This design comes from an exercise in tuning for small area, a short achievable clock period and few clock cycles on the open sky130 flow, not from production work. The RTL was checked by simulation tests, not by an equivalence proof against the original design. Power figures rest on the tool's default switching activity, not on a simulated workload.

==> flow/design.v <==
module icf_synth (
    input  wire        clk,
    input  wire        rst,
    input  wire        cmd_valid,
    output wire        cmd_ready,
    input  wire [1:0]  cmd_op,      
    input  wire [1:0]  cmd_ch,
    input  wire [2:0]  cmd_reg,
    input  wire [31:0] cmd_data,
    output reg         out_valid,
    output reg  [1:0]  out_ch,
    output reg  [15:0] out_val
);
    localparam OP_TICK  = 2'd0;
    localparam OP_WRITE = 2'd1;
    localparam OP_START = 2'd2;
    localparam MODE_DIRECT  = 2'd1;
    localparam MODE_ELAPSED = 2'd2;
    localparam REG_MODE   = 3'd0;
    localparam REG_INC    = 3'd1;
    localparam REG_AMP    = 3'd2;
    localparam REG_OFFSET = 3'd3;
    localparam REG_OUTMAX = 3'd4;
    localparam REG_PHASE  = 3'd5;
    reg [1:0]  mode   [0:3];
    reg [31:0] inc    [0:3];
    reg [15:0] amp    [0:3];
    reg [15:0] offset [0:3];
    reg [15:0] outmax [0:3];
    reg [32:0] phase  [0:3];    
    reg [31:0] elapsed;         
    reg        busy;            
    reg [1:0]  svc_ch;          
    assign cmd_ready = !busy;
    function [14:0] sine_q;
        input [8:0] k;
        begin
            case (k)
      9'd0: sine_q = 15'd0;
      9'd1: sine_q = 15'd201;
      9'd2: sine_q = 15'd402;
      9'd3: sine_q = 15'd603;
      9'd4: sine_q = 15'd804;
      9'd5: sine_q = 15'd1005;
      9'd6: sine_q = 15'd1206;
      9'd7: sine_q = 15'd1407;
      9'd8: sine_q = 15'd1608;
      9'd9: sine_q = 15'd1809;
      9'd10: sine_q = 15'd2009;
      9'd11: sine_q = 15'd2210;
      9'd12: sine_q = 15'd2410;
      9'd13: sine_q = 15'd2611;
      9'd14: sine_q = 15'd2811;
      9'd15: sine_q = 15'd3012;
      9'd16: sine_q = 15'd3212;
      9'd17: sine_q = 15'd3412;
      9'd18: sine_q = 15'd3612;
      9'd19: sine_q = 15'd3811;
      9'd20: sine_q = 15'd4011;
      9'd21: sine_q = 15'd4210;
      9'd22: sine_q = 15'd4410;
      9'd23: sine_q = 15'd4609;
      9'd24: sine_q = 15'd4808;
      9'd25: sine_q = 15'd5007;
      9'd26: sine_q = 15'd5205;
      9'd27: sine_q = 15'd5404;
      9'd28: sine_q = 15'd5602;
      9'd29: sine_q = 15'd5800;
      9'd30: sine_q = 15'd5998;
      9'd31: sine_q = 15'd6195;
      9'd32: sine_q = 15'd6393;
      9'd33: sine_q = 15'd6590;
      9'd34: sine_q = 15'd6786;
      9'd35: sine_q = 15'd6983;
      9'd36: sine_q = 15'd7179;
      9'd37: sine_q = 15'd7375;
      9'd38: sine_q = 15'd7571;
      9'd39: sine_q = 15'd7767;
      9'd40: sine_q = 15'd7962;
      9'd41: sine_q = 15'd8157;
      9'd42: sine_q = 15'd8351;
      9'd43: sine_q = 15'd8545;
      9'd44: sine_q = 15'd8739;
      9'd45: sine_q = 15'd8933;
      9'd46: sine_q = 15'd9126;
      9'd47: sine_q = 15'd9319;
      9'd48: sine_q = 15'd9512;
      9'd49: sine_q = 15'd9704;
      9'd50: sine_q = 15'd9896;
      9'd51: sine_q = 15'd10087;
      9'd52: sine_q = 15'd10278;
      9'd53: sine_q = 15'd10469;
      9'd54: sine_q = 15'd10659;
      9'd55: sine_q = 15'd10849;
      9'd56: sine_q = 15'd11039;
      9'd57: sine_q = 15'd11228;
      9'd58: sine_q = 15'd11417;
      9'd59: sine_q = 15'd11605;
      9'd60: sine_q = 15'd11793;
      9'd61: sine_q = 15'd11980;
      9'd62: sine_q = 15'd12167;
      9'd63: sine_q = 15'd12353;
      9'd64: sine_q = 15'd12539;
      9'd65: sine_q = 15'd12725;
      9'd66: sine_q = 15'd12910;
      9'd67: sine_q = 15'd13094;
      9'd68: sine_q = 15'd13279;
      9'd69: sine_q = 15'd13462;
      9'd70: sine_q = 15'd13645;
      9'd71: sine_q = 15'd13828;
      9'd72: sine_q = 15'd14010;
      9'd73: sine_q = 15'd14191;
      9'd74: sine_q = 15'd14372;
      9'd75: sine_q = 15'd14553;
      9'd76: sine_q = 15'd14732;
      9'd77: sine_q = 15'd14912;
      9'd78: sine_q = 15'd15090;
      9'd79: sine_q = 15'd15269;
      9'd80: sine_q = 15'd15446;
      9'd81: sine_q = 15'd15623;
      9'd82: sine_q = 15'd15800;
      9'd83: sine_q = 15'd15976;
      9'd84: sine_q = 15'd16151;
      9'd85: sine_q = 15'd16325;
      9'd86: sine_q = 15'd16499;
      9'd87: sine_q = 15'd16673;
      9'd88: sine_q = 15'd16846;
      9'd89: sine_q = 15'd17018;
      9'd90: sine_q = 15'd17189;
      9'd91: sine_q = 15'd17360;
      9'd92: sine_q = 15'd17530;
      9'd93: sine_q = 15'd17700;
      9'd94: sine_q = 15'd17869;
      9'd95: sine_q = 15'd18037;
      9'd96: sine_q = 15'd18204;
      9'd97: sine_q = 15'd18371;
      9'd98: sine_q = 15'd18537;
      9'd99: sine_q = 15'd18703;
      9'd100: sine_q = 15'd18868;
      9'd101: sine_q = 15'd19032;
      9'd102: sine_q = 15'd19195;
      9'd103: sine_q = 15'd19357;
      9'd104: sine_q = 15'd19519;
      9'd105: sine_q = 15'd19680;
      9'd106: sine_q = 15'd19841;
      9'd107: sine_q = 15'd20000;
      9'd108: sine_q = 15'd20159;
      9'd109: sine_q = 15'd20317;
      9'd110: sine_q = 15'd20475;
      9'd111: sine_q = 15'd20631;
      9'd112: sine_q = 15'd20787;
      9'd113: sine_q = 15'd20942;
      9'd114: sine_q = 15'd21096;
      9'd115: sine_q = 15'd21250;
      9'd116: sine_q = 15'd21403;
      9'd117: sine_q = 15'd21554;
      9'd118: sine_q = 15'd21705;
      9'd119: sine_q = 15'd21856;
      9'd120: sine_q = 15'd22005;
      9'd121: sine_q = 15'd22154;
      9'd122: sine_q = 15'd22301;
      9'd123: sine_q = 15'd22448;
      9'd124: sine_q = 15'd22594;
      9'd125: sine_q = 15'd22739;
      9'd126: sine_q = 15'd22884;
      9'd127: sine_q = 15'd23027;
      9'd128: sine_q = 15'd23170;
      9'd129: sine_q = 15'd23311;
      9'd130: sine_q = 15'd23452;
      9'd131: sine_q = 15'd23592;
      9'd132: sine_q = 15'd23731;
      9'd133: sine_q = 15'd23870;
      9'd134: sine_q = 15'd24007;
      9'd135: sine_q = 15'd24143;
      9'd136: sine_q = 15'd24279;
      9'd137: sine_q = 15'd24413;
      9'd138: sine_q = 15'd24547;
      9'd139: sine_q = 15'd24680;
      9'd140: sine_q = 15'd24811;
      9'd141: sine_q = 15'd24942;
      9'd142: sine_q = 15'd25072;
      9'd143: sine_q = 15'd25201;
      9'd144: sine_q = 15'd25329;
      9'd145: sine_q = 15'd25456;
      9'd146: sine_q = 15'd25582;
      9'd147: sine_q = 15'd25708;
      9'd148: sine_q = 15'd25832;
      9'd149: sine_q = 15'd25955;
      9'd150: sine_q = 15'd26077;
      9'd151: sine_q = 15'd26198;
      9'd152: sine_q = 15'd26319;
      9'd153: sine_q = 15'd26438;
      9'd154: sine_q = 15'd26556;
      9'd155: sine_q = 15'd26674;
      9'd156: sine_q = 15'd26790;
      9'd157: sine_q = 15'd26905;
      9'd158: sine_q = 15'd27019;
      9'd159: sine_q = 15'd27133;
      9'd160: sine_q = 15'd27245;
      9'd161: sine_q = 15'd27356;
      9'd162: sine_q = 15'd27466;
      9'd163: sine_q = 15'd27575;
      9'd164: sine_q = 15'd27683;
      9'd165: sine_q = 15'd27790;
      9'd166: sine_q = 15'd27896;
      9'd167: sine_q = 15'd28001;
      9'd168: sine_q = 15'd28105;
      9'd169: sine_q = 15'd28208;
      9'd170: sine_q = 15'd28310;
      9'd171: sine_q = 15'd28411;
      9'd172: sine_q = 15'd28510;
      9'd173: sine_q = 15'd28609;
      9'd174: sine_q = 15'd28706;
      9'd175: sine_q = 15'd28803;
      9'd176: sine_q = 15'd28898;
      9'd177: sine_q = 15'd28992;
      9'd178: sine_q = 15'd29085;
      9'd179: sine_q = 15'd29177;
      9'd180: sine_q = 15'd29268;
      9'd181: sine_q = 15'd29358;
      9'd182: sine_q = 15'd29447;
      9'd183: sine_q = 15'd29534;
      9'd184: sine_q = 15'd29621;
      9'd185: sine_q = 15'd29706;
      9'd186: sine_q = 15'd29791;
      9'd187: sine_q = 15'd29874;
      9'd188: sine_q = 15'd29956;
      9'd189: sine_q = 15'd30037;
      9'd190: sine_q = 15'd30117;
      9'd191: sine_q = 15'd30195;
      9'd192: sine_q = 15'd30273;
      9'd193: sine_q = 15'd30349;
      9'd194: sine_q = 15'd30424;
      9'd195: sine_q = 15'd30498;
      9'd196: sine_q = 15'd30571;
      9'd197: sine_q = 15'd30643;
      9'd198: sine_q = 15'd30714;
      9'd199: sine_q = 15'd30783;
      9'd200: sine_q = 15'd30852;
      9'd201: sine_q = 15'd30919;
      9'd202: sine_q = 15'd30985;
      9'd203: sine_q = 15'd31050;
      9'd204: sine_q = 15'd31113;
      9'd205: sine_q = 15'd31176;
      9'd206: sine_q = 15'd31237;
      9'd207: sine_q = 15'd31297;
      9'd208: sine_q = 15'd31356;
      9'd209: sine_q = 15'd31414;
      9'd210: sine_q = 15'd31470;
      9'd211: sine_q = 15'd31526;
      9'd212: sine_q = 15'd31580;
      9'd213: sine_q = 15'd31633;
      9'd214: sine_q = 15'd31685;
      9'd215: sine_q = 15'd31736;
      9'd216: sine_q = 15'd31785;
      9'd217: sine_q = 15'd31833;
      9'd218: sine_q = 15'd31880;
      9'd219: sine_q = 15'd31926;
      9'd220: sine_q = 15'd31971;
      9'd221: sine_q = 15'd32014;
      9'd222: sine_q = 15'd32057;
      9'd223: sine_q = 15'd32098;
      9'd224: sine_q = 15'd32137;
      9'd225: sine_q = 15'd32176;
      9'd226: sine_q = 15'd32213;
      9'd227: sine_q = 15'd32250;
      9'd228: sine_q = 15'd32285;
      9'd229: sine_q = 15'd32318;
      9'd230: sine_q = 15'd32351;
      9'd231: sine_q = 15'd32382;
      9'd232: sine_q = 15'd32412;
      9'd233: sine_q = 15'd32441;
      9'd234: sine_q = 15'd32469;
      9'd235: sine_q = 15'd32495;
      9'd236: sine_q = 15'd32521;
      9'd237: sine_q = 15'd32545;
      9'd238: sine_q = 15'd32567;
      9'd239: sine_q = 15'd32589;
      9'd240: sine_q = 15'd32609;
      9'd241: sine_q = 15'd32628;
      9'd242: sine_q = 15'd32646;
      9'd243: sine_q = 15'd32663;
      9'd244: sine_q = 15'd32678;
      9'd245: sine_q = 15'd32692;
      9'd246: sine_q = 15'd32705;
      9'd247: sine_q = 15'd32717;
      9'd248: sine_q = 15'd32728;
      9'd249: sine_q = 15'd32737;
      9'd250: sine_q = 15'd32745;
      9'd251: sine_q = 15'd32752;
      9'd252: sine_q = 15'd32757;
      9'd253: sine_q = 15'd32761;
      9'd254: sine_q = 15'd32765;
      9'd255: sine_q = 15'd32766;
      9'd256: sine_q = 15'd32767;
      default: sine_q = 15'd32767;
            endcase
        end
    endfunction
    wire [1:0]  c_mode   = mode[svc_ch];
    wire [31:0] c_inc    = inc[svc_ch];
    wire [15:0] c_amp    = amp[svc_ch];
    wire [15:0] c_offset = offset[svc_ch];
    wire [15:0] c_outmax = outmax[svc_ch];
    wire [32:0] c_phase  = phase[svc_ch];
    wire [33:0] phase_sum  = {1'b0, c_phase} + {2'b00, c_inc};
    wire [32:0] phase_next = (phase_sum > 34'h1_0000_0000) ? 33'd0 : phase_sum[32:0];
    wire [31:0] theta_elapsed = c_inc * elapsed;
    wire [31:0] theta = (c_mode == MODE_DIRECT) ? phase_next[31:0] : theta_elapsed;
    wire [1:0]  quadrant = theta[31:30];
    wire [15:0] qpos     = theta[29:14];
    wire [16:0] mpos     = quadrant[0] ? (17'h10000 - {1'b0, qpos}) : {1'b0, qpos};
    wire [8:0]  tidx     = mpos[16:8];
    wire [7:0]  tfrac    = mpos[7:0];
    wire [14:0] tlo      = sine_q(tidx);
    wire [14:0] thi      = sine_q(tidx + 9'd1);
    wire [7:0]  tdiff    = thi - tlo;
    wire [15:0] tprod    = tdiff * tfrac;
    wire [14:0] mag      = tlo + {7'd0, tprod[15:8]};
    wire signed [16:0] sine = quadrant[1] ? -$signed({2'b00, mag}) : $signed({2'b00, mag});
    wire [15:0] ubias  = sine + 17'sd32768;
    wire [31:0] scaled = ubias * c_amp;
    wire [32:0] sround = {1'b0, scaled} + 33'd32768;
    wire [15:0] level  = sround[31:16];
    wire signed [17:0] biased = $signed({2'b00, level}) + {{2{c_offset[15]}}, c_offset};
    wire [15:0] sample = biased[17] ? 16'd0 :
                         (biased[16:0] > {1'b0, c_outmax}) ? c_outmax : biased[15:0];
    wire c_active = (c_mode == MODE_DIRECT) || (c_mode == MODE_ELAPSED);
    integer i;
    always @(posedge clk) begin
        if (rst) begin
            for (i = 0; i < 4; i = i + 1) begin
                mode[i]   <= 2'd0;
                inc[i]    <= 32'd0;
                amp[i]    <= 16'd0;
                offset[i] <= 16'd0;
                outmax[i] <= 16'd4095;
                phase[i]  <= 33'd0;
            end
            elapsed   <= 32'd0;
            busy      <= 1'b0;
            svc_ch    <= 2'd0;
            out_valid <= 1'b0;
            out_ch    <= 2'd0;
            out_val   <= 16'd0;
        end else begin
            out_valid <= 1'b0;
            if (!busy) begin
                if (cmd_valid) begin
                    case (cmd_op)
                        OP_TICK: begin
                            busy   <= 1'b1;
                            svc_ch <= 2'd0;
                        end
                        OP_WRITE: begin
                            case (cmd_reg)
                                REG_MODE:   mode[cmd_ch]   <= cmd_data[1:0];
                                REG_INC:    inc[cmd_ch]    <= cmd_data;
                                REG_AMP:    amp[cmd_ch]    <= cmd_data[15:0];
                                REG_OFFSET: offset[cmd_ch] <= cmd_data[15:0];
                                REG_OUTMAX: outmax[cmd_ch] <= cmd_data[15:0];
                                REG_PHASE:  phase[cmd_ch]  <= {1'b0, cmd_data};
                                default: ;
                            endcase
                        end
                        OP_START: begin
                            for (i = 0; i < 4; i = i + 1)
                                phase[i] <= 33'd0;
                            elapsed <= 32'd0;
                        end
                        default: ;
                    endcase
                end
            end else begin
                if (c_active) begin
                    out_valid <= 1'b1;
                    out_ch    <= svc_ch;
                    out_val   <= sample;
                end
                if (c_mode == MODE_DIRECT)
                    phase[svc_ch] <= phase_next;
                svc_ch <= svc_ch + 2'd1;
                if (svc_ch == 2'd3) begin
                    busy    <= 1'b0;
                    elapsed <= elapsed + 32'd1;
                end
            end
        end
    end
endmodule
==> flow/run.sh <==
#!/bin/bash
# synth_recipe.tcl (not shown) runs the flow's synth.tcl, then flattens the netlist and writes it again
# the make line also repeats each setting of config.mk as NAME=value (left out here)
make -C /OpenROAD-flow-scripts/flow DESIGN_CONFIG=/design/flow/config.mk WORK_HOME=/design/flow/orfs CLKGATE_MAP_FILE= SYNTH_SCRIPT=/design/flow/synth_recipe.tcl finish
==> flow/config.mk <==
export PLATFORM = sky130hd
export DESIGN_NAME = icf_synth
export DESIGN_NICKNAME = icf_synth
export VERILOG_FILES = /design/flow/design.v
export SDC_FILE = /design/flow/constraint.sdc
export NUM_CORES = 4
export LEC_CHECK = 0
export CAP_MARGIN = 20
export CORE_MARGIN = 2
export CORE_UTILIZATION = 40
export SLEW_MARGIN = 20
export SYNTH_MEMORY_MAX_BITS = 16384
==> flow/constraint.sdc <==
create_clock -name core_clock -period 30.0 [get_ports {clk}]
set_input_delay 6.0000 -clock core_clock [delete_from_list [all_inputs] [get_ports {clk}]]
set_output_delay 6.0000 -clock core_clock [all_outputs]
set_load 0.01 [all_outputs]
==> notes.md <==
[cells in the final DEF, fill, tap and decap left out, types with 23 or more instances in the layout]
cell type and n:
ha_1 381, nand2b_1 41, o21ai_1 29, nor3_1 84, xor2_1 74, and2_1 522
o211ai_1 57, clkbuf_16 62, o311ai_0 28, xnor2_1 123, a22oi_1 29, o21ai_0 220
o22ai_1 40, or2_2 31, nand4_1 31, nand2_1 688, edfxtp_1 460, clkdlybuf4s50_1 59
buf_4 264, o31ai_1 23, o21bai_1 30, a21o_1 46, inv_1 806, o21a_1 28
mux4_2 108, nor2_1 528, nand3_1 73, fa_1 639, nor2b_1 43, and3_1 95
dfxtp_1 53, a31oi_1 39, mux2i_1 31, a21oi_1 286, a211oi_1 64, or3_1 71
[worst max-delay path: cells and delay by family (launching register included)]
kind                     cells  cell delay (ns)
adder cells (fa/ha/maj)     26            11.48
multiplexers                 3             1.35
flip-flops                   1             0.40
AO/OA/AOI/OAI               38             6.88
XOR/XNOR                     8             1.49
AND/OR/NAND/NOR             19             4.18
buffers and inverters       21             2.76
[cell families after synthesis]
group / Yosys count
simple gates: 2304
buf+inv: 1244
compound gates: 1136
mux: 156
flops: 516
fa+ha+maj: 1023
xor+xnor: 221
[stage by stage]
step           instance area, µm²  utilization  instances   TNS, ns  worst slack (ns)
3_3_place_gp                64460       0.4248       8495         0            0.1673
4_1_cts                     66370       0.4375       8607         0           0.06109
5_1_grt                     67340       0.4438       8666  -0.02994          -0.02994
2_1_floorplan               60960            -       6600         0             1.225
6_report                    67350       0.4439       8670         0             1.393
3_5_place_dp                64460       0.4249       8495    -2.540           -0.1928
[path summary, 6_finish.rpt]
| kind | end | cells after the start |
|---|---|---|
| setup reg to reg | out_val[1] | 115 |
| hold reg to reg | elapsed[31] | 2 |
| hold / removal | elapsed[31] | 2 |
| setup / recovery | out_val[1] | 115 |
[flip-flops by register name, indices dropped and copies added (netlist names), named ones only]
signal	flops
phase	132
out_ch	2
outmax	64
svc_ch	2
out_val	16
inc	128
elapsed	32
busy	1
out_valid	1
amp	64
offset	64
mode	8
[cell usage after synthesis, types with 73 or more instances]
| master | number | area share |
|---|---|---|
| nand2_1 | 689 | 0.042 |
| nor3_1 | 85 | 0.0070 |
| clkbuf_1 | 344 | 0.021 |
| ha_1 | 384 | 0.079 |
| nand3_1 | 73 | 0.0060 |
| o21ai_0 | 228 | 0.019 |
| edfxtp_1 | 460 | 0.23 |
| or3_1 | 74 | 0.0076 |
| and2_1 | 522 | 0.054 |
| a21oi_1 | 290 | 0.024 |
| xor2_1 | 80 | 0.011 |
| inv_1 | 807 | 0.050 |
| and3_1 | 95 | 0.0097 |
| fa_1 | 639 | 0.21 |
| xnor2_1 | 137 | 0.020 |
| nor2_1 | 540 | 0.033 |
| mux4_2 | 107 | 0.040 |
[layer usage]
metal	vias up	track usage	part of all wire
met5	-	0	0.00025
met3	462	0.03509	0.078
met4	8	0.09910	0.042
met1	25560	0.3879	0.43
li1	22280	-	-
met2	2387	0.4342	0.45
[where the power goes]
part	switching, mW	total (mW)	internal [mW]
combinational	3.17	5.20	2.02
clock	0.327	0.726	0.399
sequential	0.0120	0.817	0.805
[what timing repair did]
item,4_1_cts,5_1_grt
gates resized for setup,1,67
setup buffers,1,42
cloned,0,11
setup endpoints to repair,16,16
pin swaps,0,10
[final cells by class]
type                       instances  area share
multi-input combinational       4849      0.6229
sequential                       516      0.2219
inverter                         812     0.04537
timing repair buffer             345     0.04386
tap                             2030     0.03771
clock buffer                      78     0.02345
clock inverter                    33    0.004570
antenna                            7   0.0002601
==> notes.md <==
Synth cell types=between 100 and 150; DIE WIDTH=394.4 µm; Reg clk slew, reported paths=about 0.060 ns; pin count of the biggest net entering global routing=70; Peak VDD IR=0.0003656 V; Post-DRT Antenna Nets=0; Final Critical Period=28.61 ns; pwr/cell area=100.1 nW/µm²; Post-Syn Area=60,960 µm²; std cell rows=143; WL final=222.7 mm; Top FF cell, synth=edfxtp_1; ys async rst share=0; Vias=50,690; largest family of logic cells by synthesized area=adder cells; Multi-input gate area=41,950 µm²; outcome=no timing/DRC/antenna violations; area share of and/or/nand/nor cells after synthesis=0.1847; number of flops mapped to enable cells by yosys=between 400 and 500; share of post-route cells with drive strength above 1=0.09724; CTS max path bufs=3; die area=155,500 µm²; Tot GR Track Use=0.2751; register bit total from synthesis=roughly 520; Synth warnings=1; Worst Path Max Fanout=17; Syn Area/Cell=9.236 µm²; final critical-path share of the clock period=0.9536; hold_ws=0.5193 ns; Die H=around 390 µm; DRC=0; Setup CP Type=flop to flop; P_leak=28.77 nW; Max Cap Violations=0; adder-cell share of the synthesized area=0.2887; Max-slew headroom=0.2432; Register Area=14,940 µm²; TritonRoute pass-1 iters=6; buffers added on ports=61; Worst Tran Pin Value=approximately 1.1 ns; Root Driver=clkbuf_16; Syn Nets=approximately 7,700; WL per Instance=roughly 26 µm; CTS sink cnt=516; fin nets=7,648; Worst path most repeated cell=fa_1; via/cell ratio=between 5 and 6; gpl congestion=0.9857; first-pass GRT wire length=~330 mm; Starting DRT DRC Count=5,773; number of fill cells=14,780; fmax=0.03496 GHz; Worst Skew=around 0.044 ns; Pwr Total=just under 7 mW; FF-to-FF setup slack=1.39 ns; Synth Area in Compound Gates=0.1232; CTS tree=yes; final setup vio count=0; slowest stage delay, CP=0.64 ns; sequential cell area fraction in the yosys report=0.2450; HP Class=flop to flop; initial antenna violation count=12; Clk Latency, worst-skew pair=roughly 0.69 ns; Core Area=between 150,000 and 200,000 µm²; Crit. End Element=flop; slowest CP cell=mux4_2; post-synthesis mux area share=0.04793; H-tree depth=2; cells after synthesis=6,600; hold_buf cts=0; layout overhead on the synthesized area=10.48%; Top Ports=62; GRT Residual Overflow=0; cts bufs inserted=between 50 and 60; fin. max-slew vios=0; min-delay src=elapsed[31]; Synth Area in XOR/XNOR=0.03235; Starting Density=0.4018; CP startpoint kind=flop; critical path arrival=between 20 and 30 ns; vias in the first global route=50,840; worst endpoint required time=30.59 ns; DP HPWL=160.9 mm; Final Hold Fails=0
Testbench counts, summed over its fixed seeds: cycles 16,227.

==> what the ideal ports hide <==
How much do the figures lean on ideal ports? The routed layout below was timed once more, with nothing changed but the port constraints.
Step 1 (the two cells are an assumption about what drives the block):
set clk [get_ports {clk}]
set_driving_cell -lib_cell sky130_fd_sc_hd__clkbuf_16 $clk
set_driving_cell -lib_cell sky130_fd_sc_hd__buf_2 [delete_from_list [all_inputs] $clk]
Step 2 times the ports against the registers' clock, not the clock port: input delays grow and output delays shrink by t, the midpoint of the rising clock arrivals with the driver on.
Three values: no drivers, after step 1, after step 2; two values: the first two.
shift t [ns]: 0.743
slack for setup (ns): 1.393 / 1.393 / 1.393
worst setup path after step 2: register to register
latest minus earliest clock arrival (ns): 0.044 / 0.044
After both steps setup and hold are still met in this run. The setup slack of this run moves by 0.000 ns with the drivers and by 0.000 ns with both steps.
